This design comes from an exercise in tuning for small area, a short achievable clock period and few clock cycles on the open sky130 flow, not from production work. In this exercise RTL edits were held to simulation tests only and were not proved equivalent to the original. No activity file was given, so power comes from the tool's default toggle rates.

### flow/design.v
module sbse (
    input  wire        clk,
    input  wire        rst,
    input  wire        go,
    input  wire [19:0] start,
    input  wire [19:0] stop,
    output wire        ready,
    output wire        done,
    output reg         err,
    output reg  [19:0] count,
    output reg  [39:0] sum
);
    localparam STOP_MAX = 20'hFFFF9;     
    localparam NPRIME   = 8'd170;        
    localparam ND       = 15;       
    localparam S_IDLE   = 0,
               S_CHECK  = 1,
               S_CHECK2 = 2,
               S_SETUP  = 3,
               S_RANGE  = 4,
               S_RANGE2 = 5,
               S_RANGE3 = 6,
               S_SEG    = 7,
               S_SIEVE  = 8,
               S_READ   = 9,
               S_FLUSH  = 10,
               S_FIN0   = 11,
               S_MUL    = 12,
               S_LAST   = 13,
               S_RANGE4 = 14,
               S_LAST2  = 15;
    reg [15:0] state;              
    reg        done_q, ready_q;
    reg        l2;
    assign done  = done_q;
    assign ready = ready_q;
    reg [19:0] r_start, r_stop;    
    reg [1:0]  rs, re;             
    reg [9:0]  root;               
    reg [12:0] srem;
    reg [4:0]  step;
    reg [1:0]  n23;                
    reg [2:0]  s23;                
    reg        bad;
    reg [18:0] j0;                 
    reg [19:0] rlen;               
    reg [8:0]  seg_len;            
    reg        seg_last;
    reg [4:0]  nw;                 
    reg [3:0]  ridx;
    reg        rd_on;              
    reg [8:0]  rd_len;
    reg [4:0]  rd_nw;
    reg [255:0] sb;                
    integer k, s;
    reg [7:0] rom_a;
    reg [9:0] rom_q;
    always @(*) begin
        case (rom_a)
            8'd0: rom_q = 10'd5;
            8'd1: rom_q = 10'd7;
            8'd2: rom_q = 10'd11;
            8'd3: rom_q = 10'd13;
            8'd4: rom_q = 10'd17;
            8'd5: rom_q = 10'd19;
            8'd6: rom_q = 10'd23;
            8'd7: rom_q = 10'd29;
            8'd8: rom_q = 10'd31;
            8'd9: rom_q = 10'd37;
            8'd10: rom_q = 10'd41;
            8'd11: rom_q = 10'd43;
            8'd12: rom_q = 10'd47;
            8'd13: rom_q = 10'd53;
            8'd14: rom_q = 10'd59;
            8'd15: rom_q = 10'd61;
            8'd16: rom_q = 10'd67;
            8'd17: rom_q = 10'd71;
            8'd18: rom_q = 10'd73;
            8'd19: rom_q = 10'd79;
            8'd20: rom_q = 10'd83;
            8'd21: rom_q = 10'd89;
            8'd22: rom_q = 10'd97;
            8'd23: rom_q = 10'd101;
            8'd24: rom_q = 10'd103;
            8'd25: rom_q = 10'd107;
            8'd26: rom_q = 10'd109;
            8'd27: rom_q = 10'd113;
            8'd28: rom_q = 10'd127;
            8'd29: rom_q = 10'd131;
            8'd30: rom_q = 10'd137;
            8'd31: rom_q = 10'd139;
            8'd32: rom_q = 10'd149;
            8'd33: rom_q = 10'd151;
            8'd34: rom_q = 10'd157;
            8'd35: rom_q = 10'd163;
            8'd36: rom_q = 10'd167;
            8'd37: rom_q = 10'd173;
            8'd38: rom_q = 10'd179;
            8'd39: rom_q = 10'd181;
            8'd40: rom_q = 10'd191;
            8'd41: rom_q = 10'd193;
            8'd42: rom_q = 10'd197;
            8'd43: rom_q = 10'd199;
            8'd44: rom_q = 10'd211;
            8'd45: rom_q = 10'd223;
            8'd46: rom_q = 10'd227;
            8'd47: rom_q = 10'd229;
            8'd48: rom_q = 10'd233;
            8'd49: rom_q = 10'd239;
            8'd50: rom_q = 10'd241;
            8'd51: rom_q = 10'd251;
            8'd52: rom_q = 10'd257;
            8'd53: rom_q = 10'd263;
            8'd54: rom_q = 10'd269;
            8'd55: rom_q = 10'd271;
            8'd56: rom_q = 10'd277;
            8'd57: rom_q = 10'd281;
            8'd58: rom_q = 10'd283;
            8'd59: rom_q = 10'd293;
            8'd60: rom_q = 10'd307;
            8'd61: rom_q = 10'd311;
            8'd62: rom_q = 10'd313;
            8'd63: rom_q = 10'd317;
            8'd64: rom_q = 10'd331;
            8'd65: rom_q = 10'd337;
            8'd66: rom_q = 10'd347;
            8'd67: rom_q = 10'd349;
            8'd68: rom_q = 10'd353;
            8'd69: rom_q = 10'd359;
            8'd70: rom_q = 10'd367;
            8'd71: rom_q = 10'd373;
            8'd72: rom_q = 10'd379;
            8'd73: rom_q = 10'd383;
            8'd74: rom_q = 10'd389;
            8'd75: rom_q = 10'd397;
            8'd76: rom_q = 10'd401;
            8'd77: rom_q = 10'd409;
            8'd78: rom_q = 10'd419;
            8'd79: rom_q = 10'd421;
            8'd80: rom_q = 10'd431;
            8'd81: rom_q = 10'd433;
            8'd82: rom_q = 10'd439;
            8'd83: rom_q = 10'd443;
            8'd84: rom_q = 10'd449;
            8'd85: rom_q = 10'd457;
            8'd86: rom_q = 10'd461;
            8'd87: rom_q = 10'd463;
            8'd88: rom_q = 10'd467;
            8'd89: rom_q = 10'd479;
            8'd90: rom_q = 10'd487;
            8'd91: rom_q = 10'd491;
            8'd92: rom_q = 10'd499;
            8'd93: rom_q = 10'd503;
            8'd94: rom_q = 10'd509;
            8'd95: rom_q = 10'd521;
            8'd96: rom_q = 10'd523;
            8'd97: rom_q = 10'd541;
            8'd98: rom_q = 10'd547;
            8'd99: rom_q = 10'd557;
            8'd100: rom_q = 10'd563;
            8'd101: rom_q = 10'd569;
            8'd102: rom_q = 10'd571;
            8'd103: rom_q = 10'd577;
            8'd104: rom_q = 10'd587;
            8'd105: rom_q = 10'd593;
            8'd106: rom_q = 10'd599;
            8'd107: rom_q = 10'd601;
            8'd108: rom_q = 10'd607;
            8'd109: rom_q = 10'd613;
            8'd110: rom_q = 10'd617;
            8'd111: rom_q = 10'd619;
            8'd112: rom_q = 10'd631;
            8'd113: rom_q = 10'd641;
            8'd114: rom_q = 10'd643;
            8'd115: rom_q = 10'd647;
            8'd116: rom_q = 10'd653;
            8'd117: rom_q = 10'd659;
            8'd118: rom_q = 10'd661;
            8'd119: rom_q = 10'd673;
            8'd120: rom_q = 10'd677;
            8'd121: rom_q = 10'd683;
            8'd122: rom_q = 10'd691;
            8'd123: rom_q = 10'd701;
            8'd124: rom_q = 10'd709;
            8'd125: rom_q = 10'd719;
            8'd126: rom_q = 10'd727;
            8'd127: rom_q = 10'd733;
            8'd128: rom_q = 10'd739;
            8'd129: rom_q = 10'd743;
            8'd130: rom_q = 10'd751;
            8'd131: rom_q = 10'd757;
            8'd132: rom_q = 10'd761;
            8'd133: rom_q = 10'd769;
            8'd134: rom_q = 10'd773;
            8'd135: rom_q = 10'd787;
            8'd136: rom_q = 10'd797;
            8'd137: rom_q = 10'd809;
            8'd138: rom_q = 10'd811;
            8'd139: rom_q = 10'd821;
            8'd140: rom_q = 10'd823;
            8'd141: rom_q = 10'd827;
            8'd142: rom_q = 10'd829;
            8'd143: rom_q = 10'd839;
            8'd144: rom_q = 10'd853;
            8'd145: rom_q = 10'd857;
            8'd146: rom_q = 10'd859;
            8'd147: rom_q = 10'd863;
            8'd148: rom_q = 10'd877;
            8'd149: rom_q = 10'd881;
            8'd150: rom_q = 10'd883;
            8'd151: rom_q = 10'd887;
            8'd152: rom_q = 10'd907;
            8'd153: rom_q = 10'd911;
            8'd154: rom_q = 10'd919;
            8'd155: rom_q = 10'd929;
            8'd156: rom_q = 10'd937;
            8'd157: rom_q = 10'd941;
            8'd158: rom_q = 10'd947;
            8'd159: rom_q = 10'd953;
            8'd160: rom_q = 10'd967;
            8'd161: rom_q = 10'd971;
            8'd162: rom_q = 10'd977;
            8'd163: rom_q = 10'd983;
            8'd164: rom_q = 10'd991;
            8'd165: rom_q = 10'd997;
            8'd166: rom_q = 10'd1009;
            8'd167: rom_q = 10'd1013;
            8'd168: rom_q = 10'd1019;
            8'd169: rom_q = 10'd1021;
        default: rom_q = 10'd1023;
        endcase
    end
    function [3:0] div3_step;      
        input [1:0] r;
        input [1:0] d;
        reg [3:0] v;
        begin
            v = {r, d};
            if (v >= 4'd9)      div3_step = {2'd3, v[1:0] - 2'd1};
            else if (v >= 4'd6) div3_step = {2'd2, v[1:0] - 2'd2};
            else if (v >= 4'd3) div3_step = {2'd1, v[1:0] - 2'd3};
            else                div3_step = {2'd0, v[1:0]};
        end
    endfunction
    function [8:0] div3_10;        
        input [9:0] p;
        reg [3:0] d;
        reg [1:0] r;
        reg [9:0] q;
        integer i;
        begin
            r = 2'd0;
            for (i = 4; i >= 0; i = i - 1) begin
                d = div3_step(r, p[2*i +: 2]);
                q[2*i +: 2] = d[3:2];
                r = d[1:0];
            end
            div3_10 = q[8:0];
        end
    endfunction
    wire [3:0]  ds_s  = div3_step(rs, r_start[19:18]);
    wire [3:0]  ds_e  = div3_step(re, r_stop[19:18]);
    wire [12:0] sq_r  = {srem[10:0], r_stop[19:18]};
    wire [12:0] sq_t  = {1'b0, root, 2'b01};
    wire [12:0] sq_d  = sq_r - sq_t;
    reg        issuing;
    reg [7:0]  pi, pi1;
    reg        pend;               
    reg        gapr;
    reg [13:0] bx;
    reg [11:0] bt;
    wire cut     = dp0 > root;
    wire dp0_big = (dp0[9:4] != 6'd0);
    wire gap_now = dv[0] ? (dp0_big && ({dp0, 2'b00} < {3'd0, seg_len})) : gapr;
    wire iss_ok  = issuing && !gap_now && !cut && !pend;
    always @(*) rom_a = pi;
    reg [ND:0] dv;
    reg [9:0]  dp0, dp1, dp2, dp3, dp4, dp5, dp6, dp7, dp8, dp9, dp10, dp11, dp12, dp13, dp14, dp15;
    wire [1:0] dr0 = j0[18:17];
    reg [3:0]  dr2;
    reg [4:0]  dr3;
    reg [5:0]  dr4;
    reg [6:0]  dr5;
    reg [7:0]  dr6;
    reg [8:0]  dr7;
    reg [9:0]  dr8;
    reg [9:0]  dr9;
    reg [9:0]  dr10;
    reg [9:0]  dr11;
    reg [9:0]  dr12;
    reg [9:0]  dr13;
    reg [9:0]  dr14;
    reg [9:0]  dr15;
    reg [9:0]  dr16;
    wire [9:0] dpA = dp13, dpL = dp15;
    wire [9:0] drL = dr16;
    reg [8:0]  da15, da16;         
    reg [10:0] db16;               
    wire [2:0] dv1 = {dr0, j0[16]};
    wire [3:0] dd1 = {1'b0, dv1} - {1'b0, dp0[2:0]};
    wire       ds1 = (dp0[9:3] == 7'd0) && !dd1[3];
    wire [2:0] dr1 = ds1 ? dd1[2:0] : dv1;
    wire [3:0] dv2 = {dr1, j0[15]};
    wire [4:0] dd2 = {1'b0, dv2} - {1'b0, dp0[3:0]};
    wire       ds2 = (dp0[9:4] == 6'd0) && !dd2[4];
    wire [4:0] dv3 = {dr2, j0[14]};
    wire [5:0] dd3 = {1'b0, dv3} - {1'b0, dp1[4:0]};
    wire       ds3 = (dp1[9:5] == 5'd0) && !dd3[5];
    wire [5:0] dv4 = {dr3, j0[13]};
    wire [6:0] dd4 = {1'b0, dv4} - {1'b0, dp2[5:0]};
    wire       ds4 = (dp2[9:6] == 4'd0) && !dd4[6];
    wire [6:0] dv5 = {dr4, j0[12]};
    wire [7:0] dd5 = {1'b0, dv5} - {1'b0, dp3[6:0]};
    wire       ds5 = (dp3[9:7] == 3'd0) && !dd5[7];
    wire [7:0] dv6 = {dr5, j0[11]};
    wire [8:0] dd6 = {1'b0, dv6} - {1'b0, dp4[7:0]};
    wire       ds6 = (dp4[9:8] == 2'd0) && !dd6[8];
    wire [8:0] dv7 = {dr6, j0[10]};
    wire [9:0] dd7 = {1'b0, dv7} - {1'b0, dp5[8:0]};
    wire       ds7 = (dp5[9:9] == 1'd0) && !dd7[9];
    wire [9:0] dv8 = {dr7, j0[9]};
    wire [10:0] dd8 = {1'b0, dv8} - {1'b0, dp6[9:0]};
    wire       ds8 = !dd8[10];
    wire [10:0] dv9 = {dr8, j0[8]};
    wire [11:0] dd9 = {1'b0, dv9} - {2'b00, dp7};
    wire [10:0] dv10 = {dr9, j0[7]};
    wire [11:0] dd10 = {1'b0, dv10} - {2'b00, dp8};
    wire [10:0] dv11 = {dr10, j0[6]};
    wire [11:0] dd11 = {1'b0, dv11} - {2'b00, dp9};
    wire [10:0] dv12 = {dr11, j0[5]};
    wire [11:0] dd12 = {1'b0, dv12} - {2'b00, dp10};
    wire [10:0] dv13 = {dr12, j0[4]};
    wire [11:0] dd13 = {1'b0, dv13} - {2'b00, dp11};
    wire [10:0] dv14 = {dr13, j0[3]};
    wire [11:0] dd14 = {1'b0, dv14} - {2'b00, dp12};
    wire [10:0] dv15 = {dr14, j0[2]};
    wire [11:0] dd15 = {1'b0, dv15} - {2'b00, dp13};
    wire [10:0] dv16 = {dr15, j0[1]};
    wire [11:0] dd16 = {1'b0, dv16} - {2'b00, dp14};
    reg        f1v, f1skip;
    reg [11:0] f1A, f1B;
    reg [10:0] f1t;
    wire [10:0] fR    = {drL, j0[0]};                
    wire        skipA = (j0[18:9] == 10'd0) && (j0[8:0] <= da16);
    reg        f2v;
    reg [12:0] f2A, f2B, f2A2, f2B2;
    reg [11:0] f2t2;
    wire [12:0] f1At  = {f1A[11], f1A} + {2'b0, f1t};
    wire [12:0] f1Bt  = {f1B[11], f1B} + {2'b0, f1t};
    wire [12:0] f1At2 = {f1A[11], f1A} + {1'b0, f1t, 1'b0};
    wire [12:0] f1Bt2 = {f1B[11], f1B} + {1'b0, f1t, 1'b0};
    wire        f1cA  = f1A[11] || f1skip;
    reg [12:0] mA, mB, mA2, mB2;
    reg [11:0] mt2;
    reg [13:0] mlm;                
    reg [13:0] f2lm;
    reg         inA, inB, inA2, inB2;      
    wire [12:0] mA_x  = f2v ? f2A  : (mA  + {1'b0, mt2});
    wire [12:0] mB_x  = f2v ? f2B  : (mB  + {1'b0, mt2});
    wire [12:0] mA2_x = f2v ? f2A2 : (mA2 + {1'b0, mt2});
    wire [12:0] mB2_x = f2v ? f2B2 : (mB2 + {1'b0, mt2});
    wire        mlm_ok = !mlm[13];
    wire        inA_x  = (!state[S_SEG]) && (f2v ? (f2A  < {4'd0, seg_len}) : (inA && mlm_ok && (mA  < mlm[12:0])));
    wire        inB_x  = (!state[S_SEG]) && (f2v ? (f2B  < {4'd0, seg_len}) : (inB && mlm_ok && (mB  < mlm[12:0])));
    wire        inA2_x = (!state[S_SEG]) && (f2v ? (f2A2 < {4'd0, seg_len}) : (inA && mlm_ok && (mA2 < mlm[12:0])));
    wire        inB2_x = (!state[S_SEG]) && (f2v ? (f2B2 < {4'd0, seg_len}) : (inB && mlm_ok && (mB2 < mlm[12:0])));
    reg [15:0] rowA, colA, rowB, colB, rowA2, colA2, rowB2, colB2;
    always @(*) begin
        for (k = 0; k < 16; k = k + 1) begin
            rowA[k]  = inA  && (mA[7:4]  == k);
            colA[k]  = (mA[3:0]  == k);
            rowB[k]  = inB  && (mB[7:4]  == k);
            colB[k]  = (mB[3:0]  == k);
            rowA2[k] = inA2 && (mA2[7:4] == k);
            colA2[k] = (mA2[3:0] == k);
            rowB2[k] = inB2 && (mB2[7:4] == k);
            colB2[k] = (mB2[3:0] == k);
        end
    end
    wire pipe_empty = !issuing && (dv == {(ND+1){1'b0}}) && !f1v && !f2v && !inA && !inB;
    reg        rv1, rv2, rv3, rv4, rv5;
    reg [4:0]  r2c;
    reg [7:0]  r2ci;
    reg [3:0]  r2par;
    reg [6:0]  rc3;
    reg        mbit, in_mul;
    reg [15:0] rm;
    reg [3:0]  q_ev, q_od, q_b1, q_b2, q_b3;
    reg [4:0]  rc;
    reg [9:0]  re_w;
    reg [22:0] k48;                
    reg [39:0] rx;                 
    reg        sc1, sc2;           
    reg        ccy;                
    wire [15:0] rword = sb[{ridx, 4'd0} +: 16];
    reg  [15:0] rmask;
    always @(*) begin
        for (k = 0; k < 16; k = k + 1)
            rmask[k] = rd_len[8] || (ridx < rd_len[7:4]) ||
                       (ridx == rd_len[7:4] && k < rd_len[3:0]);
    end
    function [3:0] pc8;
        input [7:0] x;
        begin
            pc8 = {3'd0, x[0]} + {3'd0, x[1]} + {3'd0, x[2]} + {3'd0, x[3]}
                + {3'd0, x[4]} + {3'd0, x[5]} + {3'd0, x[6]} + {3'd0, x[7]};
        end
    endfunction
    wire [4:0] c_w   = {1'b0, q_ev} + {1'b0, q_od};
    wire [7:0] ci_w  = {4'd0, q_od} + {3'd0, q_b1, 1'b0} + {2'd0, q_b2, 2'b0} + {1'd0, q_b3, 3'b0};
    wire [9:0] e_w   = {1'b0, r2ci, 1'b0} + {2'b0, r2ci} + {5'd0, r2c} + {6'd0, r2par};
    wire [14:0] sum_p0  = {1'b0, sum[13:0]} + {1'b0, rx[13:0]};
    wire [14:0] sum_p1  = {1'b0, sum[26:14], 1'b1} + {1'b0, rx[26:14], sc1};
    wire [13:0] sum_p2  = {sum[39:27], 1'b1} + {rx[39:27], sc2};
    reg         lastf;
    wire [4:0]  cnt_op  = lastf ? {3'd0, n23} : (rv4 ? rc : 5'd0);
    wire [6:0]  cnt_lo  = {1'b0, count[5:0]} + {2'b00, cnt_op[4:0]};
    wire [18:0] last_w = j0 + {10'd0, rd_nw - 5'd1, 4'd0};
    reg [3:0]  ph5, ph7;
    reg [4:0]  ph11, ph13;
    reg [15:0] pat;                
    reg        pat_en, first_seg;   
    reg [3:0]  exm;                
    reg [3:0]  cap;                
    always @(*) begin
        for (k = 0; k < 16; k = k + 1)
            pat[k] = !(pat_en && ridx == 4'd0 && k < 4 && exm[k%4]) && (
                     (cap[0] && ((ph5  == (1  + 10 * 2 - k) % 10) || (ph5  == (8  + 10 * 2 - k) % 10))) ||
                     (cap[1] && ((ph7  == (2  + 14 * 2 - k) % 14) || (ph7  == (11 + 14 * 2 - k) % 14))) ||
                     (cap[2] && ((ph11 == (3  + 22 - k) % 22)     || (ph11 == (18 + 22 - k) % 22))) ||
                     (cap[3] && ((ph13 == (4  + 26 - k) % 26)     || (ph13 == (21 + 26 - k) % 26))));
    end
    wire [3:0] ph5_n  = (ph5  >= 4'd4)  ? ph5  - 4'd4  : ph5  + 4'd6;     
    wire [3:0] ph7_n  = (ph7  >= 4'd12) ? ph7  - 4'd12 : ph7  + 4'd2;     
    wire [4:0] ph11_n = (ph11 >= 5'd6)  ? ph11 - 5'd6  : ph11 + 5'd16;    
    wire [4:0] ph13_n = (ph13 >= 5'd10) ? ph13 - 5'd10 : ph13 + 5'd16;    
    reg [3:0]  ph5_x, ph7_x;
    reg [4:0]  ph11_x, ph13_x;
    always @(*) begin
        ph5_x  = ph5;
        ph7_x  = ph7;
        ph11_x = ph11;
        ph13_x = ph13;
        if (dv[ND] && dpL == 10'd5)
            ph5_x = fR[3:0];
        else if (rd_on)
            ph5_x = ph5_n;
        if (dv[ND] && dpL == 10'd7)
            ph7_x = fR[3:0];
        else if (rd_on)
            ph7_x = ph7_n;
        if (dv[ND] && dpL == 10'd11)
            ph11_x = fR[4:0];
        else if (rd_on)
            ph11_x = ph11_n;
        if (dv[ND] && dpL == 10'd13)
            ph13_x = fR[4:0];
        else if (rd_on)
            ph13_x = ph13_n;
    end
    wire set_all = (state[S_CHECK2]);
    reg [15:0] set_w;
    always @(*) begin
        for (k = 0; k < 16; k = k + 1)
            set_w[k] = set_all || (rd_on && ridx == k);
    end
    always @(posedge clk) begin
        for (s = 0; s < 256; s = s + 1)
            sb[s] <= (!set_w[s/16] & sb[s]) |
                     (rowA[s/16] & colA[s%16]) | (rowB[s/16] & colB[s%16]) |
                     (rowA2[s/16] & colA2[s%16]) | (rowB2[s/16] & colB2[s%16]);
        if (dv[0]) begin
            gapr <= dp0_big && ({dp0, 3'b000} < {4'd0, seg_len});
            bx   <= {1'b0, dp0, 3'b000} + {2'b00, dp0, 2'b00};
            bt   <= {dp0, 2'b00};
        end else begin
            gapr <= gapr && (bx < {5'd0, seg_len});
            bx   <= bx + {2'b00, bt};
        end
        if (state[S_SEG])
            gapr <= 1'b0;
        dp0 <= rom_q;
        dr2 <= ds2 ? dd2[3:0] : dv2;
        dp1 <= dp0;
        dr3 <= ds3 ? dd3[4:0] : dv3;
        dp2 <= dp1;
        dr4 <= ds4 ? dd4[5:0] : dv4;
        dp3 <= dp2;
        dr5 <= ds5 ? dd5[6:0] : dv5;
        dp4 <= dp3;
        dr6 <= ds6 ? dd6[7:0] : dv6;
        dp5 <= dp4;
        dr7 <= ds7 ? dd7[8:0] : dv7;
        dp6 <= dp5;
        dr8 <= ds8 ? dd8[9:0] : dv8;
        dp7 <= dp6;
        dr9 <= dd9[11] ? dv9[9:0] : dd9[9:0];
        dp8 <= dp7;
        dr10 <= dd10[11] ? dv10[9:0] : dd10[9:0];
        dp9 <= dp8;
        dr11 <= dd11[11] ? dv11[9:0] : dd11[9:0];
        dp10 <= dp9;
        dr12 <= dd12[11] ? dv12[9:0] : dd12[9:0];
        dp11 <= dp10;
        dr13 <= dd13[11] ? dv13[9:0] : dd13[9:0];
        dp12 <= dp11;
        dr14 <= dd14[11] ? dv14[9:0] : dd14[9:0];
        dp13 <= dp12;
        dr15 <= dd15[11] ? dv15[9:0] : dd15[9:0];
        dp14 <= dp13;
        dr16 <= dd16[11] ? dv16[9:0] : dd16[9:0];
        dp15 <= dp14;
        da15 <= div3_10(dpA);
        da16 <= da15;
        db16 <= {da15, 2'b00} + {2'b00, da15} + 11'd1 + {9'd0, da15[0], 1'b0};
        if (state[S_RANGE3])
            cap <= 4'd0;
        else if (dv[ND])
            cap <= cap | {dpL == 10'd13, dpL == 10'd11, dpL == 10'd7, dpL == 10'd5};
        ph5  <= ph5_x;
        ph7  <= ph7_x;
        ph11 <= ph11_x;
        ph13 <= ph13_x;
        f1A    <= {3'd0, da16} - {1'b0, fR};
        f1B    <= {1'b0, db16} - {1'b0, fR};
        f1t    <= {dpL, 1'b0};
        f1skip <= skipA;
        f2A    <= f1cA    ? f1At  : {1'b0, f1A};
        f2A2   <= f1cA    ? f1At2 : f1At;
        f2B    <= f1B[11] ? f1Bt  : {1'b0, f1B};
        f2B2   <= f1B[11] ? f1Bt2 : f1Bt;
        f2t2   <= {f1t, 1'b0};
        f2lm   <= {5'd0, seg_len} - {2'b00, f1t, 1'b0};
        if (f2v) begin
            mt2 <= f2t2;
            mlm <= f2lm;
        end
        if (f2v || inA) begin
            mA  <= mA_x;
            mA2 <= mA2_x;
        end
        if (f2v || inB) begin
            mB  <= mB_x;
            mB2 <= mB2_x;
        end
        rm   <= ~(rword | pat) & rmask;
        q_ev <= pc8({rm[14], rm[12], rm[10], rm[8], rm[6], rm[4], rm[2], rm[0]});
        q_od <= pc8({rm[15], rm[13], rm[11], rm[9], rm[7], rm[5], rm[3], rm[1]});
        q_b1 <= pc8({rm[15:14], rm[11:10], rm[7:6], rm[3:2]});
        q_b2 <= pc8({rm[15:12], rm[7:4]});
        q_b3 <= pc8(rm[15:8]);
        r2c   <= c_w;
        r2ci  <= ci_w;
        r2par <= j0[0] ? q_ev : q_od;
        rc    <= r2c;
        rc3   <= {2'b00, r2c} + {1'b0, r2c, 1'b0};
        re_w  <= e_w;
    end
    always @(posedge clk) begin
        if (rst) begin
            state   <= 16'd1 << S_IDLE;
            done_q  <= 1'b0;
            ready_q <= 1'b1;
            issuing <= 1'b0;
            dv      <= {(ND+1){1'b0}};
            f1v     <= 1'b0;
            f2v     <= 1'b0;
            rd_on   <= 1'b0;
            in_mul  <= 1'b0;
            rv1     <= 1'b0;
            rv2     <= 1'b0;
            rv3     <= 1'b0;
            rv4     <= 1'b0;
            rv5     <= 1'b0;
            inA     <= 1'b0;
            inB     <= 1'b0;
            inA2    <= 1'b0;
            inB2    <= 1'b0;
        end else begin
            dv  <= {dv[ND-1:0], iss_ok};
            f1v <= dv[ND] && (dpL[9:4] != 6'd0);
            f2v <= f1v;
            inA  <= inA_x;
            inB  <= inB_x;
            inA2 <= inA2_x;
            inB2 <= inB2_x;
            if (issuing && !gap_now && (cut || pend))
                issuing <= 1'b0;
            if (rd_on && {1'b0, ridx} == rd_nw - 5'd1)
                rd_on <= 1'b0;
            rv1 <= rd_on;
            rv2 <= rv1;
            rv3 <= rv2;
            rv4 <= rv3;
            rv5 <= rv4;
            case (1'b1)
            state[S_IDLE]: begin
                if (go) begin
                    state   <= 16'd1 << S_CHECK;
                    done_q  <= 1'b0;
                    ready_q <= 1'b0;
                end
            end
            state[S_CHECK]:  state <= 16'd1 << S_CHECK2;
            state[S_CHECK2]: begin
                if (bad) begin
                    state   <= 16'd1 << S_IDLE;
                    done_q  <= 1'b1;
                    ready_q <= 1'b1;
                end else
                    state <= 16'd1 << S_SETUP;
            end
            state[S_SETUP]:  if (step == 5'd9) state <= 16'd1 << S_RANGE;
            state[S_RANGE]:  state <= 16'd1 << S_RANGE2;
            state[S_RANGE2]: state <= 16'd1 << S_RANGE4;
            state[S_RANGE4]: state <= 16'd1 << S_RANGE3;
            state[S_RANGE3]: begin
                if (rlen[19] || rlen == 20'd0) begin
                    state   <= 16'd1 << S_IDLE;
                    done_q  <= 1'b1;
                    ready_q <= 1'b1;
                end else
                    state <= 16'd1 << S_SEG;
            end
            state[S_SEG]: begin
                issuing <= 1'b1;
                state   <= 16'd1 << S_SIEVE;
            end
            state[S_SIEVE]: begin
                if (pipe_empty) begin
                    rd_on <= 1'b1;
                    state <= seg_last ? (16'd1 << S_READ) : (16'd1 << S_SEG);
                end
            end
            state[S_READ]:  if (!rd_on) state <= 16'd1 << S_FLUSH;
            state[S_FLUSH]: if (!rv1 && !rv2 && !rv3 && !rv4 && !rv5) state <= 16'd1 << S_FIN0;
            state[S_FIN0]: begin
                in_mul <= 1'b1;
                state  <= 16'd1 << S_MUL;
            end
            state[S_MUL]: begin
                if (step == 5'd17) begin
                    in_mul <= 1'b0;
                    state  <= 16'd1 << S_LAST;
                end
            end
            state[S_LAST]: begin
                l2    <= 1'b0;
                state <= 16'd1 << S_LAST2;
            end
            state[S_LAST2]: begin               
                l2 <= 1'b1;
                if (l2) begin
                    state   <= 16'd1 << S_IDLE;
                    done_q  <= 1'b1;
                    ready_q <= 1'b1;
                end
            end
            default: state <= 16'd1 << S_IDLE;
            endcase
        end
    end
    always @(posedge clk) begin
        if (iss_ok) begin
            pi   <= pi1;
            pi1  <= pi1 + 8'd1;
            pend <= (pi1 == NPRIME);
        end
        if (rd_on)
            ridx <= ridx + 4'd1;
        lastf <= (state[S_MUL]) && (step == 5'd17);
        if (!state[S_IDLE]) begin
            count[5:0]   <= cnt_lo[5:0];
            ccy          <= cnt_lo[6];
            count[16:6]  <= count[16:6] + {10'd0, ccy};
        end
        if (rv4)
            k48 <= k48 + {12'd0, rc3, 4'd0};
        if (in_mul)
            rx <= mbit ? {r_stop, r_start} : 40'd0;
        else if (rv4)
            rx <= {{16{1'b0}}, 14'd0, re_w} - {17'd0, k48};
        else
            rx <= 40'd0;
        if (!state[S_IDLE]) begin
            sum <= {sum_p2[13:1], sum_p1[13:1], sum_p0[13:0]};
            sc1 <= sum_p0[14];
            sc2 <= sum_p1[14];
        end
        case (1'b1)
        state[S_IDLE]: begin
            if (go) begin
                r_start <= start;
                r_stop  <= stop;
            end
        end
        state[S_CHECK]: begin
            rs   <= 2'd0;
            re   <= 2'd0;
            root <= 10'd0;
            srem <= 13'd0;
            step <= 5'd0;
            count <= 20'd0;
            ccy  <= 1'b0;
            k48  <= 23'd0;
            bad  <= (r_start == 20'd0) || (r_start > r_stop) || (r_stop > STOP_MAX);
            n23  <= ((r_start <= 20'd2 && r_stop >= 20'd2) ? 2'd1 : 2'd0)
                  + ((r_start <= 20'd3 && r_stop >= 20'd3) ? 2'd1 : 2'd0);
            s23  <= ((r_start <= 20'd2 && r_stop >= 20'd2) ? 3'd2 : 3'd0)
                  + ((r_start <= 20'd3 && r_stop >= 20'd3) ? 3'd3 : 3'd0);
        end
        state[S_CHECK2]: begin
            err <= bad;
            sum <= bad ? 40'd0 : {37'd0, s23};
            sc1 <= 1'b0;
            sc2 <= 1'b0;
            ccy <= 1'b0;
            count <= 20'd0;
        end
        state[S_SETUP]: begin
            rs <= ds_s[1:0];
            re <= ds_e[1:0];
            if (!sq_d[12]) begin
                srem <= sq_d;
                root <= {root[8:0], 1'b1};
            end else begin
                srem <= sq_r;
                root <= {root[8:0], 1'b0};
            end
            r_start <= {r_start[17:0], ds_s[3:2]};
            r_stop  <= {r_stop[17:0], ds_e[3:2]};
            step    <= step + 5'd1;
        end
        state[S_RANGE]: begin
            j0  <= (rs == 2'd2 && !r_start[0]) ? r_start[18:0] + 19'd1 : r_start[18:0];
            rlen <= {1'b0, ({1'b0, re} < 3'd1 + {2'b00, r_stop[0]}) ? r_stop[18:0] : r_stop[18:0] + 19'd1};
        end
        state[S_RANGE2]: begin
            if (j0 == 19'd0)
                j0 <= 19'd1;
        end
        state[S_RANGE4]: rlen <= rlen - {1'b0, j0};
        state[S_RANGE3]: begin
            if (rlen[19] || rlen == 20'd0)
                count <= {18'd0, n23};
            ccy <= 1'b0;
            pi   <= 8'd0;
            pi1  <= 8'd1;
            pend <= 1'b0;
            first_seg <= 1'b1;
            for (k = 0; k < 4; k = k + 1)
                exm[k] <= (j0 <= 4 - k);
        end
        state[S_SEG]: begin
            seg_len  <= (rlen[19:8] != 12'd0) ? 9'd256 : rlen[8:0];
            seg_last <= (rlen[19:8] == 12'd0) || (rlen == 20'd256);
            nw       <= (rlen[19:8] != 12'd0) ? 5'd16 : ({1'b0, rlen[7:4]} + {4'd0, |rlen[3:0]});
        end
        state[S_SIEVE]: begin
            if (pipe_empty) begin
                pat_en    <= first_seg;
                first_seg <= 1'b0;
                ridx   <= 4'd0;
                rd_len <= seg_len;
                rd_nw  <= nw;
                if (!seg_last) begin
                    j0    <= j0 + 19'd256;
                    rlen  <= rlen - 20'd256;
                    pi    <= 8'd4;       
                    pi1   <= 8'd5;
                    pend  <= 1'b0;
                end
            end
        end
        state[S_FLUSH]: {r_stop, r_start} <= {21'd0, last_w};
        state[S_FIN0]: begin
            {r_stop, r_start} <= {19'd0, {2'b00, r_start[18:0]} + {1'b0, r_start[18:0], 1'b0}};
            step <= 5'd1;
            mbit <= count[0];
        end
        state[S_MUL]: begin
            {r_stop, r_start} <= {r_stop[18:0], r_start, 1'b0};
            step <= step + 5'd1;
            mbit <= count[step];
        end
        default: ;
        endcase
    end
endmodule
### flow/flow/run.sh
#!/bin/bash
# The standard layout (standard.sh), with the input and output port
# buffers chosen as sky130_fd_sc_hd__buf_4 instead of the resizer's default.
# The full make output goes to standard.log; ORFS keeps its per-step logs
# under orfs/logs.
set -euo pipefail
export BUFFER_PORTS_ARGS="-buffer_cell sky130_fd_sc_hd__buf_4"
bash standard.sh > standard.log 2>&1
### flow/standard.sh
#!/bin/bash
# synth_recipe.tcl (not shown) runs the flow's synth.tcl, then flattens the netlist and writes it again
# the make line also repeats each setting of config.mk as NAME=value (left out here)
make -C /OpenROAD-flow-scripts/flow DESIGN_CONFIG=/design/flow/config.mk WORK_HOME=/design/flow/orfs CLKGATE_MAP_FILE= SYNTH_SCRIPT=/design/flow/synth_recipe.tcl "${@:-finish}"
### flow/config.mk
export PLATFORM = sky130hd
export DESIGN_NAME = sbse
export DESIGN_NICKNAME = sbse
export VERILOG_FILES = /design/flow/design.v
export SDC_FILE = /design/flow/constraint.sdc
export NUM_CORES = 4
export LEC_CHECK = 0
export CAP_MARGIN = 20
export CORE_MARGIN = 2
export CORE_UTILIZATION = 55
export PLACE_DENSITY = 0.7
export SLEW_MARGIN = 20
### flow/constraint.sdc
create_clock -name core_clock -period 12.0 [get_ports {clk}]
set_input_delay 2.4000 -clock core_clock [delete_from_list [all_inputs] [get_ports {clk}]]
set_output_delay 2.4000 -clock core_clock [all_outputs]
set_load 0.01 [all_outputs]
==> results by group <==
Run status
  • Status: finished clean

Routing
  • Drt via density: 6.54
  • TritonRoute pass-1 iters: 14
  • Routed wire per std cell: 23.8 microns
  • Routed Antenna Nets: 0
  • 1st-iter DRT viols: 8178
  • Via count: 57900
  • # DRC: 0
  • Routed WL: 211000 microns

Clock network
  • Cts repair resizes: 0
  • CTS root buf: clkbuf_16
  • Bufs on Longest Clock Path: 3
  • CTS tree: yes
  • Worst-skew pair later-pin latency: 0.78 ns
  • Clock sink count: 1194
  • H-tree depth: 4
  • CTS buffer count: 135
  • Hold buffer count at CTS: 0
  • Clock-pin slew on the worst setup and hold paths: 0.06 ns
  • Post-CTS Setup Repair Bufs: 0

Pwr
  • P_leak: 0.0308 uW
  • PnR Total Power: 12400 uW
  • Peak VDD IR: 0.156 mV
  • PwrDens: 165 nW/um^2

Timing
  • Tcrit/Tclk final: 0.330
  • Final Hold Fails: 0
  • Slew Limit Fails: 0
  • FMAX: 0.252 GHz
  • Worst slew pin tran: 1.38 ns
  • Period minus WS final: 3.96 ns
  • Worst setup margin: 8.04 ns
  • Endpoints failing setup: 0
  • Max-slew headroom: 0.0818
  • RSZ-0062 raised after global routing: no
  • Final setup TNS: 0 ns
  • Clock Skew: 0.0376 ns

Yosys
  • Sequential area share after synthesis: 0.385
  • Syn Area/Cell: 9.58 sq um
  • Main combinational cell family by area after synthesis: compound AO/OA/AOI/OAI gates
  • Mapped Area: 68500 sq um
  • Post-Syn Instances: 7156
  • Simple-gate area share of the yosys netlist: 0.120
  • Xor-xnor portion of the synthesized cell area: 0.0556
  • Number of synthesized flops with an enable pin: 250
  • Post-Synth Adder-Cell Area: 0.138
  • Synth Flop Type: dfxtp_1
  • Yosys warnings: 1
  • Post-synthesis compound-gate area fraction: 0.198
  • Mux contribution to synthesized area: 0.0545
  • Register bit total from synthesis: 1194
  • FFs w/ async S/R, synth: 0
  • Netlist cell types: 92

Final layout
  • Share of cells above drive strength 1: 0.0978
  • Area occupied by registers: 26400 sq um
  • Area delta synth->final: 9.72%
  • Commonest non-fill, non-tap cell in the layout: dfxtp_1
  • Fillers: 10500
  • Most frequent cells in the layout: 936 x dfxtp_1, 639 x ha_1, 516 x nor2_1, 507 x inv_1, 485 x nand2_1
  • Multi-input logic area: 39100 sq um
  • Final nets: 7870
  • Fin cells: 8858

GRT
  • Total track usage: 0.324
  • Vias in the first global route: 56400
  • First-pass GRT wire length: 323000 microns
  • Initial antenna violation count: 7
  • Pin count of the biggest net entering global routing: 94
  • Remaining Overflow, GRT: 0

Placement
  • Dpl ws: 7.92 ns
  • Port bufs: 102
  • # placed instances: 8613
  • Routability cong.: 1.04
  • DP HPWL: 146000 microns

Floorplan
  • I/O Pins: 106
  • Die extent in y: 357 microns
  • Die W: 357 microns
  • CORE AREA: 124000 sq um
  • DIE AREA: 127000 sq um
  • Initial Utilization: 0.554
  • Rows: 129

Setup path
  • Critical path arrival: 4.58 ns
  • Startpoint Class: flop
  • Crit end category: flop
  • Critical-path maximum fanout: 22
  • Worst path required time: 12.62 ns
  • Crit Path Class: flop to flop

Min path
  • Worst min-delay path class: flop to flop

Job
  • Number of max-cap violations: 0
==> state kept, by name, indices dropped and copies added (netlist names), 13 cells and up <==
register  flops
mA           13
count        17
sb          256
rm           16
rx           40
mB           13
r_stop       20
dv           16
f2A2         13
j0           19
rlen         20
f2lm         13
sum          40
state        16
f2B2         13
r_start      20
mlm          13
k48          19
==> worst paths after layout <==
kind | start | end | slack [ns] | cells after the start
setup / recovery | dp0[2] | pi1[4] | 8.04 | 11
hold reg to reg | f1B[0] | f2B2[0] | 0.33 | 0
hold / removal | f1B[0] | f2B2[0] | 0.33 | 0
setup reg to reg | dp0[2] | pi1[4] | 8.04 | 11
==> report_power, final <==
group          internal (uW)  total, uW  switching (uW)  leakage [uW]
logic                   1610       3280            1670        0.0186
clock network           2360       4080            1720       0.00212
registers               4610       5030             421        0.0101
==> through the flow <==
| stage | cell area [sq um] | util | hold slack, ns |
|---|---|---|---|
| after floorplan | 68600 | - | 0.310 |
| after global placement | 70700 | 0.572 | 0.313 |
| after detailed placement | 70800 | 0.573 | 0.313 |
| after CTS | 75100 | 0.608 | 0.327 |
| after global routing | 75200 | 0.608 | 0.333 |
| final | 75200 | 0.608 | 0.327 |
==> worst max-delay path, cell delays in order (launching register included) <==
cell and delay, ns:
dfxtp_1 0.68, ha_1 0.35, nor2b_1 0.14, o21a_1 0.17
o21a_1 0.16, o21a_1 0.17, o21a_1 0.17, o21ai_0 0.48
nor2b_2 1.00, nand4_1 0.24, xor2_1 0.18, nor2_1 0.05
==> logic make-up (layout without fill, tap and decap cells) <==
| family | Yosys count | after routing |
|---|---|---|
| xor gates and xnor gates | 434 | 434 |
| and+or+nand+nor | 1749 | 1749 |
| buffers and inverters | 877 | 937 |
| adders and majority gates | 712 | 712 |
| other | 2 | 7 |
| muxes | 249 | 249 |
| DFF | 1194 | 1194 |
| AOI/OAI and AO/OA | 1939 | 1939 |
==> routing by layer <==
layer | global-route usage | routed length [microns] | share of wire | up-vias
met5 | 0.00704 | 148 | 0.00070 | -
met4 | 0.143 | 10600 | 0.051 | 10
met3 | 0.0866 | 22000 | 0.10 | 833
met2 | 0.517 | 94500 | 0.45 | 3157
met1 | 0.411 | 83500 | 0.40 | 27700
li1 | - | - | - | 26200
==> synth_stat cells, types with 36 or more instances <==
master / instances / area share
edfxtp_1: 250 / 0.11
nand4_1: 43 / 0.0039
mux2i_1: 50 / 0.0073
a22oi_1: 41 / 0.0045
nor3_1: 131 / 0.0096
o21ai_0: 361 / 0.026
ha_1: 639 / 0.12
a21o_1: 143 / 0.016
nand2b_1: 92 / 0.0084
o21bai_1: 65 / 0.0071
a222oi_1: 178 / 0.026
mux4_2: 88 / 0.029
mux2_2: 111 / 0.018
xor2_1: 147 / 0.019
fa_1: 73 / 0.021
dfxtp_1: 944 / 0.28
nor2b_1: 129 / 0.012
xnor2_1: 286 / 0.037
nand2_1: 488 / 0.027
nor4_1: 53 / 0.0048
nor2_1: 547 / 0.030
inv_1: 507 / 0.028
a211oi_1: 59 / 0.0065
clkbuf_1: 325 / 0.018
a221oi_1: 72 / 0.0092
a31oi_1: 36 / 0.0033
o21a_1: 46 / 0.0050
o221ai_1: 252 / 0.032
nand3_1: 105 / 0.0077
a21oi_1: 425 / 0.031
==> area by class of cell <==
cell class,count,area share
diodes,2,0.0000665
clock inverters,34,0.00363
clock buffers,207,0.0539
repair buffers,183,0.0187
well taps,1637,0.0272
flip-flops and latches,1194,0.351
inverters,513,0.0256
multi-input cells,5088,0.520
Testbench counts, summed over its fixed seeds: cycles 41,994.

re-timing with driven ports:
Ports are ideal in the flow. The routed layout listed here was re-timed in OpenROAD.
Step 1 (the two cells are an assumption about what drives the block):
set clk [get_ports {clk}]
set_driving_cell -lib_cell sky130_fd_sc_hd__clkbuf_16 $clk
set_driving_cell -lib_cell sky130_fd_sc_hd__buf_2 [delete_from_list [all_inputs] $clk]
Step 2 adds t to the input delays and takes it off the output delays; t is the mean of the earliest and latest rising clock arrival at the registers after step 1. Input paths then give back, and output paths get back, about the clock's delay inside the block.
Three values: ideal ports, drivers, drivers and shift; two values: the first two.
shift t [ns]: 0.841
slack for setup (ns): 8.038 / 8.009 / 7.828
worst hold slack (ns): 0.327 / 0.327 / 0.327
slew at the worst register clock pin (ns): 0.07 / 0.07
worst data-port slew with drivers (ns): 0.09
After both steps setup and hold are still met in this run. For this run, drivers alone change the setup slack by -0.029 ns; drivers and shift together by -0.210 ns.
